What follows belongs to an exercise in optimizing a design on an open flow for small area, a short achievable clock period and few clock cycles per item; a production flow would make more cautious choices.
In this exercise RTL edits were held to simulation tests only and were not proved equivalent to the original.
Power is estimated from default activity; no workload was simulated.

**design/flow/design.v**
```verilog
module pite_xform (
    input  wire        clk,
    input  wire        rst_n,         
    input  wire [2:0]  cfg_op,        
    input  wire        cfg_perch,
    input  wire        cfg_chen,
    input  wire [1:0]  cfg_chsel,
    input  wire [31:0] cfg_opnd0,
    input  wire [31:0] cfg_opnd1,
    input  wire [31:0] cfg_opnd2,
    input  wire [7:0]  cfg_outmin,
    input  wire [7:0]  cfg_outmax,
    input  wire [7:0]  cfg_rmin,
    input  wire [7:0]  cfg_rmax,
    input  wire        in_valid,
    output wire        in_ready,
    input  wire [7:0]  in_data,
    input  wire [2:0]  in_tag,
    output wire        out_valid,
    input  wire        out_ready,
    output wire [7:0]  out_data
);
    localparam [8:0] CUT = 9'b0_0100_1000;
    localparam integer NCUT = CUT[0]+CUT[1]+CUT[2]+CUT[3]+CUT[4]+CUT[5]+CUT[6]+CUT[7]+CUT[8];
    localparam integer LAT = NCUT + 3;
    localparam integer CAP = LAT + 2;
    localparam OP_SADD   = 3'd1;
    localparam OP_SSUB   = 3'd2;
    localparam OP_SMUL   = 3'd3;
    localparam OP_SDIV   = 3'd4;
    localparam OP_CSTR   = 3'd6;
    localparam OP_BPLANE = 3'd7;
    wire acc = in_valid & in_ready;
    reg  [7:0] v;
    reg  [2:0] tag;
    reg        val0;
    always @(posedge clk) begin
        v    <= in_data;
        tag  <= in_tag;
        val0 <= rst_n & acc;
    end
    wire [1:0]  k    = tag[1:0];
    wire        sel  = !cfg_chen || (k == cfg_chsel);
    wire [31:0] n    = !cfg_perch ? cfg_opnd0 :
                       (k == 2'd1) ? cfg_opnd1 :
                       (k == 2'd2) ? cfg_opnd2 : cfg_opnd0;
    wire        n_hi8  = |n[31:8];
    wire        n_hi24 = |n[31:24];
    wire        n_hi25 = |n[31:25];
    wire        n_zero = ~|n;
    wire [8:0]  add9   = {1'b0, v} + {1'b0, n[7:0]};
    wire [7:0]  add_res = (n_hi8 | add9[8]) ? 8'd255 : add9[7:0];
    wire [8:0]  sub9   = {1'b0, v} - {1'b0, n[7:0]};
    wire [7:0]  sub_res = (n_hi8 | sub9[8]) ? 8'd0 : sub9[7:0];
    wire [7:0]  bp_res  = v[tag] ? 8'd255 : 8'd0;
    wire [8:0]  dout9  = {1'b0, cfg_outmax} - {1'b0, cfg_outmin};
    wire [7:0]  adout  = dout9[8] ? (cfg_outmin - cfg_outmax) : dout9[7:0];
    wire [8:0]  den9   = {1'b0, cfg_rmax} - {1'b0, cfg_rmin};
    wire [7:0]  den    = den9[8] ? (cfg_rmin - cfg_rmax) : den9[7:0];
    wire        degen  = (cfg_rmax == cfg_rmin);
    wire [8:0]  u9     = {1'b0, v} - {1'b0, cfg_rmin};
    wire [7:0]  au     = u9[8] ? (cfg_rmin - v) : u9[7:0];
    wire        cs_s   = dout9[8] ^ u9[8] ^ den9[8];
    wire [15:0] cs_p   = adout * au;
    wire [17:0] cs_n   = {1'b0, cs_p, 1'b0} + {10'd0, den} - {17'd0, cs_s};
    reg  [25:0] a_f;      
    reg  [24:0] b_f;      
    reg  [7:0]  m_f;      
    reg         d_f;      
    reg         f_f;      
    always @(*) begin
        a_f = 26'd0;
        b_f = 25'd0;
        m_f = 8'd0;
        d_f = 1'b0;
        f_f = 1'b0;
        case (cfg_op)
        OP_SADD:   a_f[24:17] = sel ? add_res : v;
        OP_SSUB:   a_f[24:17] = sel ? sub_res : v;
        OP_BPLANE: a_f[24:17] = bp_res;
        OP_SMUL: begin
            if (sel) begin
                a_f = 26'h001_0000;
                b_f = {1'b0, n[23:0]};
                m_f = v;
                f_f = n_hi24 & (|v);
            end else begin
                a_f[24:17] = v;
            end
        end
        OP_SDIV: begin
            if (!sel)
                a_f[24:17] = v;
            else if (n_zero)
                f_f = 1'b1;
            else if (!n_hi25) begin
                a_f = {1'b0, v, 17'd0} + {1'b0, n[24:0]};
                b_f = n[24:0];
                d_f = 1'b1;
            end
        end
        OP_CSTR: begin
            if (degen)
                a_f[24:17] = cfg_outmin;
            else begin
                a_f = {8'd0, cs_n};
                b_f = {17'd0, den};
                d_f = 1'b1;
            end
        end
        default:   a_f[24:17] = v;
        endcase
    end
    reg  [25:0] a_r [0:9];
    reg  [24:0] b_r [0:9];
    reg  [7:0]  m_r [0:9];
    reg         d_r [0:9];
    reg         f_r [0:9];
    reg         s_r [0:9];
    reg         val_r [0:9];
    always @(posedge clk) begin
        a_r[9] <= a_f;  b_r[9] <= b_f;  m_r[9] <= m_f;
        d_r[9] <= d_f;  f_r[9] <= f_f;  s_r[9] <= cs_s;
        val_r[9] <= rst_n & val0;
    end
    wire [25:0] a_o [0:8];
    wire [24:0] b_o [0:8];
    wire [7:0]  m_o [0:8];
    wire        d_o [0:8];
    wire        f_o [0:8];
    wire        s_o [0:8];
    wire        val_o [0:8];
    genvar j;
    generate
        for (j = 8; j >= 0; j = j - 1) begin : step
            localparam integer W = 25 - j;         
            wire [25:0] a_i = a_r[j+1];
            wire [24:0] b_i = b_r[j+1];
            wire [7:0]  m_i = m_r[j+1];
            wire        d_i = d_r[j+1];
            wire        f_i = f_r[j+1];
            wire        hz;
            if (j == 0) begin : nohi
                assign hz = 1'b1;
            end else begin : hi
                assign hz = ~|b_i[24:25-j];
            end
            wire [W-1:0] x   = d_i ? ~b_i[W-1:0] : b_i[W-1:0];
            wire [W:0]   sum = {1'b0, a_i[25:j+1]} + {1'b0, x} + {{W{1'b0}}, d_i};
            wire         co  = sum[W];
            wire         qb  = co & hz;                        
            wire         mb  = (j < 8) ? m_i[j] : 1'b0;        
            wire         ov  = co | sum[W-1] | ~hz;            
            wire         upd = d_i ? qb : mb;
            wire [25:0]  a_n;
            assign a_n[25:j+1] = upd ? sum[W-1:0] : a_i[25:j+1];
            if (j > 0) begin : lo
                assign a_n[j:0] = a_i[j:0];
            end else begin : lo0
                assign a_n[0] = a_i[0];
            end
            wire [7:0] m_n;
            if (j < 8) begin : mq
                for (genvar t = 0; t < 8; t = t + 1) begin : mm
                    if (t == j) assign m_n[t] = d_i ? qb : m_i[t];
                    else        assign m_n[t] = m_i[t];
                end
            end else begin : mq8
                assign m_n = m_i;
            end
            wire f_n = f_i | (d_i ? ((j == 8) & qb) : (mb & ov));
            assign a_o[j] = a_n;
            assign b_o[j] = b_i;
            assign m_o[j] = m_n;
            assign d_o[j] = d_i;
            assign f_o[j] = f_n;
            assign s_o[j] = s_r[j+1];
            assign val_o[j] = val_r[j+1];
            if (CUT[j] || j == 0) begin : rg
                always @(posedge clk) begin
                    a_r[j] <= a_n; b_r[j] <= b_i; m_r[j] <= m_n;
                    d_r[j] <= d_i; f_r[j] <= f_n; s_r[j] <= s_r[j+1];
                    val_r[j] <= rst_n & val_r[j+1];
                end
            end else begin : wr
                always @(*) begin
                    a_r[j] = a_n; b_r[j] = b_i; m_r[j] = m_n;
                    d_r[j] = d_i; f_r[j] = f_n; s_r[j] = s_r[j+1];
                    val_r[j] = val_r[j+1];
                end
            end
        end
    endgenerate
    wire [25:0] a_e = a_r[0];
    wire [7:0]  q_e = m_r[0];
    wire        d_e = d_r[0];
    wire        f_e = f_r[0];
    wire        s_e = s_r[0];
    wire        cstr = (cfg_op == OP_CSTR);
    wire [8:0]  cs_up = {1'b0, cfg_outmin} + {1'b0, q_e};
    wire [8:0]  cs_dn = {1'b0, cfg_outmin} - {1'b0, q_e};
    reg  [7:0]  res;
    always @(*) begin
        if (!d_e)
            res = f_e ? 8'd255 : a_e[24:17];
        else if (!cstr)
            res = f_e ? 8'd255 : q_e;
        else if (!s_e)
            res = (f_e | cs_up[8]) ? 8'd255 : cs_up[7:0];
        else
            res = (f_e | cs_dn[8]) ? 8'd0 : cs_dn[7:0];
    end
    reg  [7:0] r_data;
    reg        r_val;
    always @(posedge clk) begin
        r_data <= res;
        r_val  <= rst_n & val_r[0];
    end
    localparam integer FD = CAP;
    reg  [7:0] fifo [0:FD-1];
    reg  [3:0] wp, rp, fcnt;
    reg  [3:0] inflight;
    reg        rdy;
    wire fempty = (fcnt == 4'd0);
    assign out_valid = r_val | !fempty;
    assign out_data  = fempty ? r_data : fifo[rp];
    wire del   = out_valid & out_ready;
    wire push  = r_val & !(fempty & out_ready);
    wire pop   = !fempty & out_ready;
    wire [3:0] inflight_n = inflight + {3'd0, acc} - {3'd0, del};
    always @(posedge clk) begin
        if (push) fifo[wp] <= r_data;
        if (!rst_n) begin
            wp <= 4'd0; rp <= 4'd0; fcnt <= 4'd0;
            inflight <= 4'd0; rdy <= 1'b0;
        end else begin
            if (push) wp <= (wp == FD-1) ? 4'd0 : wp + 4'd1;
            if (pop)  rp <= (rp == FD-1) ? 4'd0 : rp + 4'd1;
            fcnt <= fcnt + {3'd0, push} - {3'd0, pop};
            inflight <= inflight_n;
            rdy <= (inflight_n < CAP);
        end
    end
    assign in_ready = rdy;
endmodule
```
**design/flow/run.sh**
```bash
#!/bin/bash
# synth_recipe.tcl (not shown) runs the flow's synth.tcl, then flattens the netlist and writes it again
# the make line also repeats each setting of config.mk as NAME=value (left out here)
make -C /OpenROAD-flow-scripts/flow DESIGN_CONFIG=/design/flow/config.mk WORK_HOME=/design/flow/orfs CLKGATE_MAP_FILE= SYNTH_SCRIPT=/design/flow/synth_recipe.tcl finish
```
**design/flow/config.mk**
```make
export PLATFORM = sky130hd
export DESIGN_NAME = pite_xform
export DESIGN_NICKNAME = pite_xform
export VERILOG_FILES = /design/flow/design.v
export SDC_FILE = /design/flow/constraint.sdc
export NUM_CORES = 4
export LEC_CHECK = 0
export CAP_MARGIN = 20
export CORE_MARGIN = 2
export CORE_UTILIZATION = 40
export SLEW_MARGIN = 20
```
**design/flow/constraint.sdc**
```tcl
create_clock -name core_clock -period 12.5 [get_ports {clk}]
set_input_delay 2.5000 -clock core_clock [delete_from_list [all_inputs] [get_ports {clk}]]
set_output_delay 2.5000 -clock core_clock [all_outputs]
set_load 0.01 [all_outputs]
```
==> flow_metrics.env <==
export IMPL_status="no timing/DRC/antenna violations"
export IMPL_synth_top_family_by_area="compound AO/OA/AOI/OAI gates"
export IMPL_skew_ns=0.0226
export IMPL_cp_slowest_cell="clkdlybuf4s50_1"
export IMPL_rows=96
export IMPL_cp_data_arrival_time_ns=11.50
export IMPL_coreArea_mm2=0.0682
export IMPL_hold_buffers=0
export IMPL_post_dp_hpwl_mm=61.5
export IMPL_synth_async_sr_flop_share_pct=0
export IMPL_regArea_mm2=0.00663
export IMPL_path_clk_slew_ns=0.06
export IMPL_cellInternalPower_mw=4.69
export IMPL_synth_ff_type="dfxtp_1"
export IMPL_syn_avg_cell_area_um2=8.63
export IMPL_clkPwrFrac_pct=13.1
export IMPL_synth_mux_area_share_pct=7.18
export IMPL_p_leak_nw=14.3
export IMPL_routed_wl_mm=76.0
export IMPL_drc_errors=0
export IMPL_final_net_count=3853
export IMPL_comb_power_share_pct=72.8
export IMPL_maxCapViolCount=0
export IMPL_cp_max_fo=13
export IMPL_synth_seq_cells=303
export IMPL_worst_pin_slew_ns=1.07
export IMPL_start_util_pct=40.2
export IMPL_hold_ws_ns=0.324
export IMPL_yosys_area_share_simple_pct=14.3
export IMPL_yosysTopAreaCellShare_pct=18.0
export IMPL_yosysSeqAreaShare_pct=24.1
export IMPL_firstDrtPassIters=6
export IMPL_hold_path_class="register to register"
export IMPL_tns_ns=0
export IMPL_vias=22915
export IMPL_syn_area_mm2=0.0274
export IMPL_setup_viol=0
export IMPL_antenna_found_initial=1
export IMPL_report_final_slew_viol_count=0
export IMPL_rsz0062_at_grt="false"
export IMPL_cts_max_path_buffers=3
export IMPL_grt_pass1_vias=22260
export IMPL_cts_setup_buffers=0
export IMPL_cts_sinks=303
export IMPL_hold_viol_final=0
export IMPL_switching_power_mw=4.09
export IMPL_io_pins=160
export IMPL_globalRouteOverflowTotal=0
export IMPL_yosysMostFrequentCell="ha_1"
export IMPL_start_kind="input pin"
export IMPL_fillerInstances=6652
export IMPL_vias_per_cell=5.43
export IMPL_fin_util_pct=45.8
export IMPL_antenna_left=0
export IMPL_required_ns=12.91
export IMPL_synthXorXnorAreaFrac_pct=9.03
export IMPL_synthAdderAreaFrac_pct=19.4
export IMPL_endpoint_kind="register"
export IMPL_synth_compound_area_share_pct=20.5
export IMPL_max_stage_delay_ns=0.61
export IMPL_post_route_period_util_pct=88.7
export IMPL_port_buffers=159
export IMPL_switching_share_pct=46.6
export IMPL_grt_pass1_wl_mm=120
export IMPL_wl_per_cell_um=18.0
export IMPL_cts_root_buf="clkbuf_16"
export IMPL_critPathKind="input pin to register"
export IMPL_synth_common_cells="ha_1 (333), nor2_1 (294), inv_1 (273)"
export IMPL_multiInputGateArea_mm2=0.0193
export IMPL_cellPowerDensity_mw_per_mm2=281
export IMPL_p_seq_share_pct=14.1
export IMPL_cts_resized_gates=0
export IMPL_ir_worst_vdd_mv=0.825
export IMPL_synth_largest_area_cell="dfxtp_1"
export IMPL_grt_total_usage_pct=21.2
export IMPL_finalCriticalPeriod_ns=11.09
export IMPL_slew_headroom_pct=28.4
export IMPL_synth_cells=3181
export IMPL_gp_congestion=0.903
export IMPL_die_w_um=266
export IMPL_synthTopCellsByArea="dfxtp_1 (18%), ha_1 (15%), edfxtp_1 (6.1%)"
export IMPL_htree_num_levels=2
export IMPL_die_area_mm2=0.0707
export IMPL_synth_edf_count=56
export IMPL_ys_types=97
export IMPL_layout_drive_gt1_share_pct=8.14
export IMPL_clock_fmax_ghz=0.0902
export IMPL_syn_num_nets=3722
export IMPL_drt_iter0_drc=1325
export IMPL_yosysWarnings=8
export IMPL_cts_tree="done"
export IMPL_clk_latency_ns=0.58
export IMPL_cts_buffers=37
export IMPL_syn2layout_area_growth_pct=14.0
export IMPL_die_y_um=266
export IMPL_grt_max_degree=71
==> cell type report <==
| type | count | area share (%) |
|---|---|---|
| well taps | 882 | 3.53 |
| diodes | 1 | 0.00800 |
| multi-input cells | 2504 | 61.9 |
| clock inverters | 20 | 0.896 |
| repair buffers | 190 | 5.83 |
| clock buffers | 47 | 3.34 |
| inverters | 276 | 3.31 |
| flip-flops and latches | 303 | 21.2 |
==> sequential cells by signal (all words and copies together) (netlist names), 3 cells and up, named ones only <==
signal	cells
a_r	75
b_r	75
fifo	56
m_r	32
a_e	8
r_data	8
v	8
d_r	4
f_r	4
fcnt	4
inflight	4
rp	4
s_r	4
val_r	4
wp	4
tag	3
==> cells in the final DEF, fill, tap and decap left out, types with 13 or more instances in the layout <==
master,netlist,routed
ha_1,333,333
inv_1,273,273
nor2_1,294,294
fa_1,58,58
nor3_1,53,51
mux2_2,101,101
nor3b_1,14,13
o21a_1,32,32
o221ai_1,16,16
xor2_1,125,125
edfxtp_1,56,56
nor2b_1,53,53
mux2i_1,51,51
o22ai_1,32,32
and2_1,30,30
dfxtp_1,247,244
a31oi_1,43,43
or3_1,17,17
o31ai_1,14,13
nand2b_1,46,46
and3_1,24,24
o21bai_1,48,48
buf_4,9,30
a21o_1,85,85
or2_2,22,22
a21oi_1,233,233
nand3_1,38,38
xnor2_1,158,158
a211oi_1,22,22
clkbuf_16,0,38
o21ai_0,183,182
clkdlybuf4s50_1,0,158
nand2_1,148,148
nand4_1,18,18
==> metal layers <==
metal  vias up  wire length [um]  track usage [%]
li1      11632                 -                -
met1     10748             35500             28.7
met2       439             35600             35.8
met3        96              2880             2.13
met4         0              2120             6.50
met5         -                 0                0
==> power groups by stage <==
stage,clock network (mW),logic (mW),registers (mW)
2_1_floorplan,0,5.07,1.19
6_report,1.15,6.39,1.24
3_3_place_gp,0,6.31,1.26
4_1_cts,1.19,6.34,1.24
3_5_place_dp,0,6.30,1.26
5_1_grt,1.22,7.14,1.25
==> kinds of logic (layout without fill, tap and decap cells) <==
logic type	count (synthesis)	after routing
buffers and inverters	374	533
and+or+nand+nor	800	800
AOI/OAI and AO/OA	861	861
DFF	303	303
xor gates and xnor gates	283	283
muxes	169	169
adders and majority gates	391	391
other	0	1
==> worst max-delay path: cells and delay by family <==
| family | cells | cell delay (ns) |
|---|---|---|
| fa+ha+maj | 7 | 3.20 |
| compound gates | 15 | 2.61 |
| buf+inv | 6 | 1.00 |
| xor+xnor | 3 | 0.95 |
| simple gates | 4 | 0.83 |
| mux | 1 | 0.39 |
==> path summary, 6_finish.rpt <==
kind / start / end / slack [ns] / cells past startpoint
setup / recovery: cfg_rmin[1] / a_r[9][17] / 1.41 / 36
hold / removal: m_r[9][5] / m_r[6][5] / 0.32 / 0
setup reg to reg: d_r[3] / a_e[17] / 2.65 / 34
hold reg to reg: m_r[9][5] / m_r[6][5] / 0.32 / 0
==> metrics by stage <==
step	setup WS, ns	cells	area [um^2]	total power, mW
global route	0.749	4222	31300	9.62
global placement	1.04	4154	29900	7.56
detailed placement	0.892	4154	29900	7.56
floorplan	2.41	3181	27400	6.26
finish	1.41	4223	31300	8.78
CTS	1.49	4221	31300	8.76
Testbench counts, summed over its fixed seeds: cycles 16,296, items 14,056.

re-timing with driven ports:
The results above use ideal ports. As a check the final layout listed here was re-extracted and re-timed, cells and wires unchanged.
Step 1 assumes that a clkbuf_16 drives the clock port and a buf_2 every other input.
Step 2 moves the port delays by t, midway between the first and last clock arrival at a register: inputs arrive t later, outputs are due t later. That takes back most of the time a late clock gives input paths.
Slacks: ideal ports / drivers / drivers and shift; pairs: ideal ports / drivers.
shift t [ns]: 0.627
slack for setup (ns): 1.410 / 1.451 / 0.824
worst hold slack (ns): 0.324 / 0.324 / 0.324
After both steps this run still meets setup and hold. For this run, drivers alone change the setup slack by +0.041 ns; drivers and shift together by -0.586 ns.
